Source: an optimization exercise on an open RTL-to-GDS flow (aim: small area, a short achievable clock period and few clock cycles). Production flows keep margins and buffers that such runs may drop.
At most, simulation tests tie the RTL to the original design; equivalence was not proved.
Power figures rest on the tool's default switching activity, not on a simulated workload.

Design tpb_codec, start of the top module:
module tpb_codec (
    input  wire        clk,
    input  wire        rst,         
    input  wire        cmd_valid,
    output wire        cmd_ready,
    input  wire [31:0] cmd_word,
    input  wire [63:0] cmd_opd,
    input  wire [15:0] cmd_flen,
    input  wire        frm_valid,
    output wire        frm_ready,
    input  wire [7:0]  frm_data,
    output wire        rsp_valid,
    output wire [7:0]  rsp_status,
    output wire [63:0] rsp_res
);
For scale: ~200 I/O pins, roughly 0.053 mm2 of cells after synthesis.
export LEC_CHECK = 0
export ABC_AREA = 1
export CAP_MARGIN = 20
export CORE_MARGIN = 2
export CORE_UTILIZATION = 40
export CTS_BUF_LIST = sky130_fd_sc_hd__clkbuf_16
export CTS_CLUSTER_DIAMETER = 60
export CTS_CLUSTER_SIZE = 24
export SLEW_MARGIN = 20
export SYNTH_HIERARCHICAL = 1
create_clock -name core_clock -period 70.0 [get_ports {clk}]
standard.sh (not shown) runs the stock make flow with config.mk's settings and CLKGATE_MAP_FILE= SYNTH_SCRIPT=/design/flow/synth_recipe.tcl, a recipe that flattens the netlist after the stock synthesis.
==> flow/flow/run.sh <==
#!/bin/bash
# Layout flow: the standard flow (standard.sh, ORFS) with two settings
# that ORFS reads from the environment:
#  - BUFFER_PORTS_ARGS: the port buffers are sky130_fd_sc_hd__buf_2 cells
#    (every input and output port still gets its own buffer);
#  - CTS_ARGS: the clock tree is built as the standard flow builds it, but
#    without dummy load cells.
# The clock period, the SDC and every other step are the standard flow's.
set -euo pipefail
export BUFFER_PORTS_ARGS="-buffer_cell sky130_fd_sc_hd__buf_2"
export CTS_ARGS="-sink_clustering_enable -repair_clock_nets -dont_use_dummy_load -sink_clustering_size 24 -sink_clustering_max_diameter 60 -buf_list sky130_fd_sc_hd__clkbuf_16"
bash standard.sh > standard.log 2>&1
Next try:
--- a/flow/flow/run.sh
+++ b/flow/flow/run.sh
@@ -11 +11 @@
-export CTS_ARGS="-sink_clustering_enable -repair_clock_nets -dont_use_dummy_load -sink_clustering_size 24 -sink_clustering_max_diameter 60 -buf_list sky130_fd_sc_hd__clkbuf_16"
+export CTS_ARGS="-sink_clustering_enable -repair_clock_nets -dont_use_dummy_load -sink_clustering_size 30 -sink_clustering_max_diameter 75 -buf_list sky130_fd_sc_hd__clkbuf_16"
--- a/flow/config.mk
+++ b/flow/config.mk
@@ -13,2 +13,2 @@
-export CTS_CLUSTER_DIAMETER = 60
-export CTS_CLUSTER_SIZE = 24
+export CTS_CLUSTER_DIAMETER = 75
+export CTS_CLUSTER_SIZE = 30
Result:
- The new run completed without violations
- total power drops by about 4%
- die area is unchanged
- final area drops by 1.0%
- register-to-register slack improves by 0.03 ns
- maximum frequency drops by 0.51%
- clock power drops by 12%
No run of this note included a check of the RTL's function; only the layout flow was run.

========
== red ==
Another version of the RTL of tpb_codec (not shown whole).
Size: about 200 I/O pins, about 52000 um^2 of cells after synthesis.
==> flow/config.mk <==
export PLATFORM = sky130hd
export DESIGN_NAME = tpb_codec
export DESIGN_NICKNAME = tpb_codec
export VERILOG_FILES = /design/flow/design.v
export SDC_FILE = /design/flow/constraint.sdc
export NUM_CORES = 8
export LEC_CHECK = 0
export ABC_AREA = 1
export CAP_MARGIN = 20
export CORE_MARGIN = 2
export CORE_UTILIZATION = 40
export CTS_BUF_LIST = sky130_fd_sc_hd__clkbuf_16
export CTS_CLUSTER_DIAMETER = 60
export CTS_CLUSTER_SIZE = 24
export SLEW_MARGIN = 20
export SYNTH_HIERARCHICAL = 1
==> flow/constraint.sdc <==
create_clock -name core_clock -period 70.0 [get_ports {clk}]
set_input_delay 14.0000 -clock core_clock [delete_from_list [all_inputs] [get_ports {clk}]]
set_output_delay 14.0000 -clock core_clock [all_outputs]
set_load 0.01 [all_outputs]
run.sh (not shown) runs the stock make flow with config.mk's settings and CLKGATE_MAP_FILE= SYNTH_SCRIPT=/design/flow/synth_recipe.tcl, a recipe that flattens the netlist after the stock synthesis.
Stock flow here: none of the scripts above is used.
--- input diff red..blue ---
==> flow/flow/run.sh (new file) <==
#!/bin/bash
# Layout flow: the standard flow (standard.sh, ORFS) with two settings
# that ORFS reads from the environment:
#  - BUFFER_PORTS_ARGS: the port buffers are sky130_fd_sc_hd__buf_2 cells
#    (every input and output port still gets its own buffer);
#  - CTS_ARGS: the clock tree is built as the standard flow builds it, but
#    without dummy load cells.
# The clock period, the SDC and every other step are the standard flow's.
set -euo pipefail
export BUFFER_PORTS_ARGS="-buffer_cell sky130_fd_sc_hd__buf_2"
export CTS_ARGS="-sink_clustering_enable -repair_clock_nets -dont_use_dummy_load -sink_clustering_size 24 -sink_clustering_max_diameter 60 -buf_list sky130_fd_sc_hd__clkbuf_16"
bash standard.sh > standard.log 2>&1
==> flow/standard.sh (new file) <==
#!/bin/bash
# synth_recipe.tcl (not shown) runs the flow's synth.tcl, then flattens the netlist and writes it again
# the make line also repeats each setting of config.mk as NAME=value (left out here)
make -C /OpenROAD-flow-scripts/flow DESIGN_CONFIG=/design/flow/config.mk WORK_HOME=/design/flow/orfs CLKGATE_MAP_FILE= SYNTH_SCRIPT=/design/flow/synth_recipe.tcl "${@:-finish}"
removed: flow/run.sh
[summary]
blue finished all stages; the layout is clean.
Of the two values seen for timing endpoint of the critical path, ccnt[0] was produced by blue and p[2][1] by red.
Summary — remaining max-slew budget at the tightest pin, blue relative to red: lower, by 1.7 points.
Changes observed in blue relative to red: fraction of layout cells with a size suffix above 1 increased 2.7 points; shortest period the worst path allows decreased 0.41 ns.
Relative to red, the final cell area reported for blue is lower.
red has a lower worst setup slack after layout than blue.
In the metrics for blue and red, the one carrying the higher non-clock buffer count is blue.
Diff red..blue | worst hold path depth | unchanged
No functional check of the RTL was part of any run of this note.

========
tpb_codec, a different RTL version from the one above (not shown whole).
Size: ~5100 cells after synthesis, roughly 200 I/O pins, roughly 52000 um^2 of cells after synthesis.
Settings: LEC_CHECK=0, ABC_AREA=1, CAP_MARGIN=20, CORE_MARGIN=2, CORE_UTILIZATION=40, CTS_BUF_LIST=sky130_fd_sc_hd__clkbuf_16, CTS_CLUSTER_DIAMETER=60, CTS_CLUSTER_SIZE=24, SLEW_MARGIN=20, SYNTH_HIERARCHICAL=1; clock period 70.0 ns.
standard.sh (not shown) runs the stock make flow with config.mk's settings and CLKGATE_MAP_FILE= SYNTH_SCRIPT=/design/flow/synth_recipe.tcl, a recipe that flattens the netlist after the stock synthesis.
==> flow/flow/run.sh <==
#!/bin/bash
# Layout flow: the standard flow (standard.sh, ORFS) with two settings
# that ORFS reads from the environment:
#  - BUFFER_PORTS_ARGS: the port buffers are sky130_fd_sc_hd__buf_2 cells
#    (every input and output port still gets its own buffer);
#  - CTS_ARGS: the clock tree is built as the standard flow builds it, but
#    without dummy load cells.
# The clock period, the SDC and every other step are the standard flow's.
set -euo pipefail
export BUFFER_PORTS_ARGS="-buffer_cell sky130_fd_sc_hd__buf_2"
export CTS_ARGS="-sink_clustering_enable -repair_clock_nets -dont_use_dummy_load -sink_clustering_size 24 -sink_clustering_max_diameter 60 -buf_list sky130_fd_sc_hd__clkbuf_16"
bash standard.sh > standard.log 2>&1
The baseline finished with timing, DRC and antenna clean.
==> next run, changes <==
Settings changed: CORE_UTILIZATION 40 to 60.
The changed run produced a clean layout.
Worst setup slack degrades by 140 ps.
Die area goes down by 33%.
Sequential share of layout area goes up by 0.79 points.
Sequential power hardly moves.
Synthesized area stays the same.
Total power goes down by 0.58%.
Fmax goes down by 0.91%.
Clock skew goes down by 27 ps.
Via count stays flat.
Clock power goes down by about 1%.
Function was not checked in any run of this note: the RTL went through the layout flow alone.

========
Setup of main:
tpb_codec, a different RTL version from the one above (not shown whole).
For scale: ~5,100 cells after synthesis, roughly 200 I/O pins.
Settings: LEC_CHECK=0, ABC_AREA=1, CAP_MARGIN=20, CORE_MARGIN=2, CORE_UTILIZATION=40, CTS_BUF_LIST=sky130_fd_sc_hd__clkbuf_16, CTS_CLUSTER_DIAMETER=75, CTS_CLUSTER_SIZE=30, SLEW_MARGIN=20, SYNTH_HIERARCHICAL=1; clock period 70.0 ns.
==> flow/flow/run.sh <==
#!/bin/bash
# Layout flow: the standard flow (standard.sh, ORFS) with two settings
# that ORFS reads from the environment:
#  - BUFFER_PORTS_ARGS: the port buffers are sky130_fd_sc_hd__buf_2 cells
#    (every input and output port still gets its own buffer);
#  - CTS_ARGS: the clock tree is built as the standard flow builds it, but
#    without dummy load cells.
# The clock period, the SDC and every other step are the standard flow's.
set -euo pipefail
export BUFFER_PORTS_ARGS="-buffer_cell sky130_fd_sc_hd__buf_2"
export CTS_ARGS="-sink_clustering_enable -repair_clock_nets -dont_use_dummy_load -sink_clustering_size 30 -sink_clustering_max_diameter 75 -buf_list sky130_fd_sc_hd__clkbuf_16"
bash standard.sh > standard.log 2>&1
Testbench counts of main, summed over its fixed seeds: cycles 41,912.
Modified inputs, the feature branch compared to main
- CTS_CLUSTER_DIAMETER: 75 -> 60
- CTS_CLUSTER_SIZE: 30 -> 24
diff --git a/flow/flow/run.sh b/flow/flow/run.sh
--- a/flow/flow/run.sh
+++ b/flow/flow/run.sh
@@ -10,3 +10,3 @@
 export BUFFER_PORTS_ARGS="-buffer_cell sky130_fd_sc_hd__buf_2"
-export CTS_ARGS="-sink_clustering_enable -repair_clock_nets -dont_use_dummy_load -sink_clustering_size 30 -sink_clustering_max_diameter 75 -buf_list sky130_fd_sc_hd__clkbuf_16"
+export CTS_ARGS="-sink_clustering_enable -repair_clock_nets -dont_use_dummy_load -sink_clustering_size 24 -sink_clustering_max_diameter 60 -buf_list sky130_fd_sc_hd__clkbuf_16"
 bash standard.sh > standard.log 2>&1
[summary]
The feature branch completed end to end with timing, DRC and antenna clean.
Going from main to the feature branch, final worst setup slack up 0.0099 ns; ratio of cells with drive above 1 in the final layout now larger; final core area utilization went up 0.51 points; met1 layer usage reported by global route held steady; power rose by 5.0%.
Side by side, global-route wire length before repair turned out higher in the feature branch than in main.
| wire length | the feature branch vs main | worse |
Share of the cycle needed by the critical path after routing across the feature branch and main: no real change.
A topmost layer with routed signal wires of met4 is what main shows, while met5 belongs to the feature branch.
For part of the power in combinational logic, the feature branch and main come out practically identical.
Final cell area excluding filler cells (lower): main
Combinational cell power: main vs the feature branch, no meaningful difference

## separate check: timing with driven ports
No port has a modelled driver above. Below, the same layouts with a new extraction and two added sets of constraints.
Step 1 (the two cells are an assumption about what drives the block):
set clk [get_ports {clk}]
set_driving_cell -lib_cell sky130_fd_sc_hd__clkbuf_16 $clk
set_driving_cell -lib_cell sky130_fd_sc_hd__buf_2 [delete_from_list [all_inputs] $clk]
Step 2 adds t to the input delays and takes it off the output delays; t is the mean of the earliest and latest rising clock arrival at the registers after step 1. Input paths then give back, and output paths get back, about the clock's delay inside the block.
a / b / c = no drivers / after step 1 / after step 2; a / b = the first two.
run	t (ns)	slack for setup (ns)	worst hold slack (ns)	worst setup path after step 2	latest minus earliest clock arrival (ns)
the first run of note 1	0.768	54.406 / 54.456 / 53.688	0.266 / 0.266 / 0.266	input to register	0.146 / 0.146
the second run of note 1	0.737	54.325 / 54.374 / 53.637	0.255 / 0.255 / 0.255	input to register	0.126 / 0.126
red	0.786	53.663 / 53.713 / 52.927	0.299 / 0.299 / 0.299	input to register	0.081 / 0.082
blue	0.750	54.071 / 54.118 / 53.368	0.254 / 0.254 / 0.254	input to register	0.120 / 0.120
the first run of note 3	0.758	54.488 / 54.418 / 53.734	0.240 / 0.240 / 0.240	input to register	0.127 / 0.127
the second run of note 3	0.713	54.345 / 54.392 / 53.679	0.286 / 0.286 / 0.286	input to register	0.102 / 0.102
main	0.726	54.528 / 54.457 / 53.940	0.269 / 0.269 / 0.269	input to register	0.157 / 0.156
the feature branch	0.764	54.538 / 54.466 / 53.961	0.220 / 0.220 / 0.220	input to register	0.133 / 0.133
After both steps setup and hold are still met in every run listed. For the first run of note 3, which loses most, drivers alone change the setup slack by -0.070 ns; drivers and shift together by -0.754 ns.
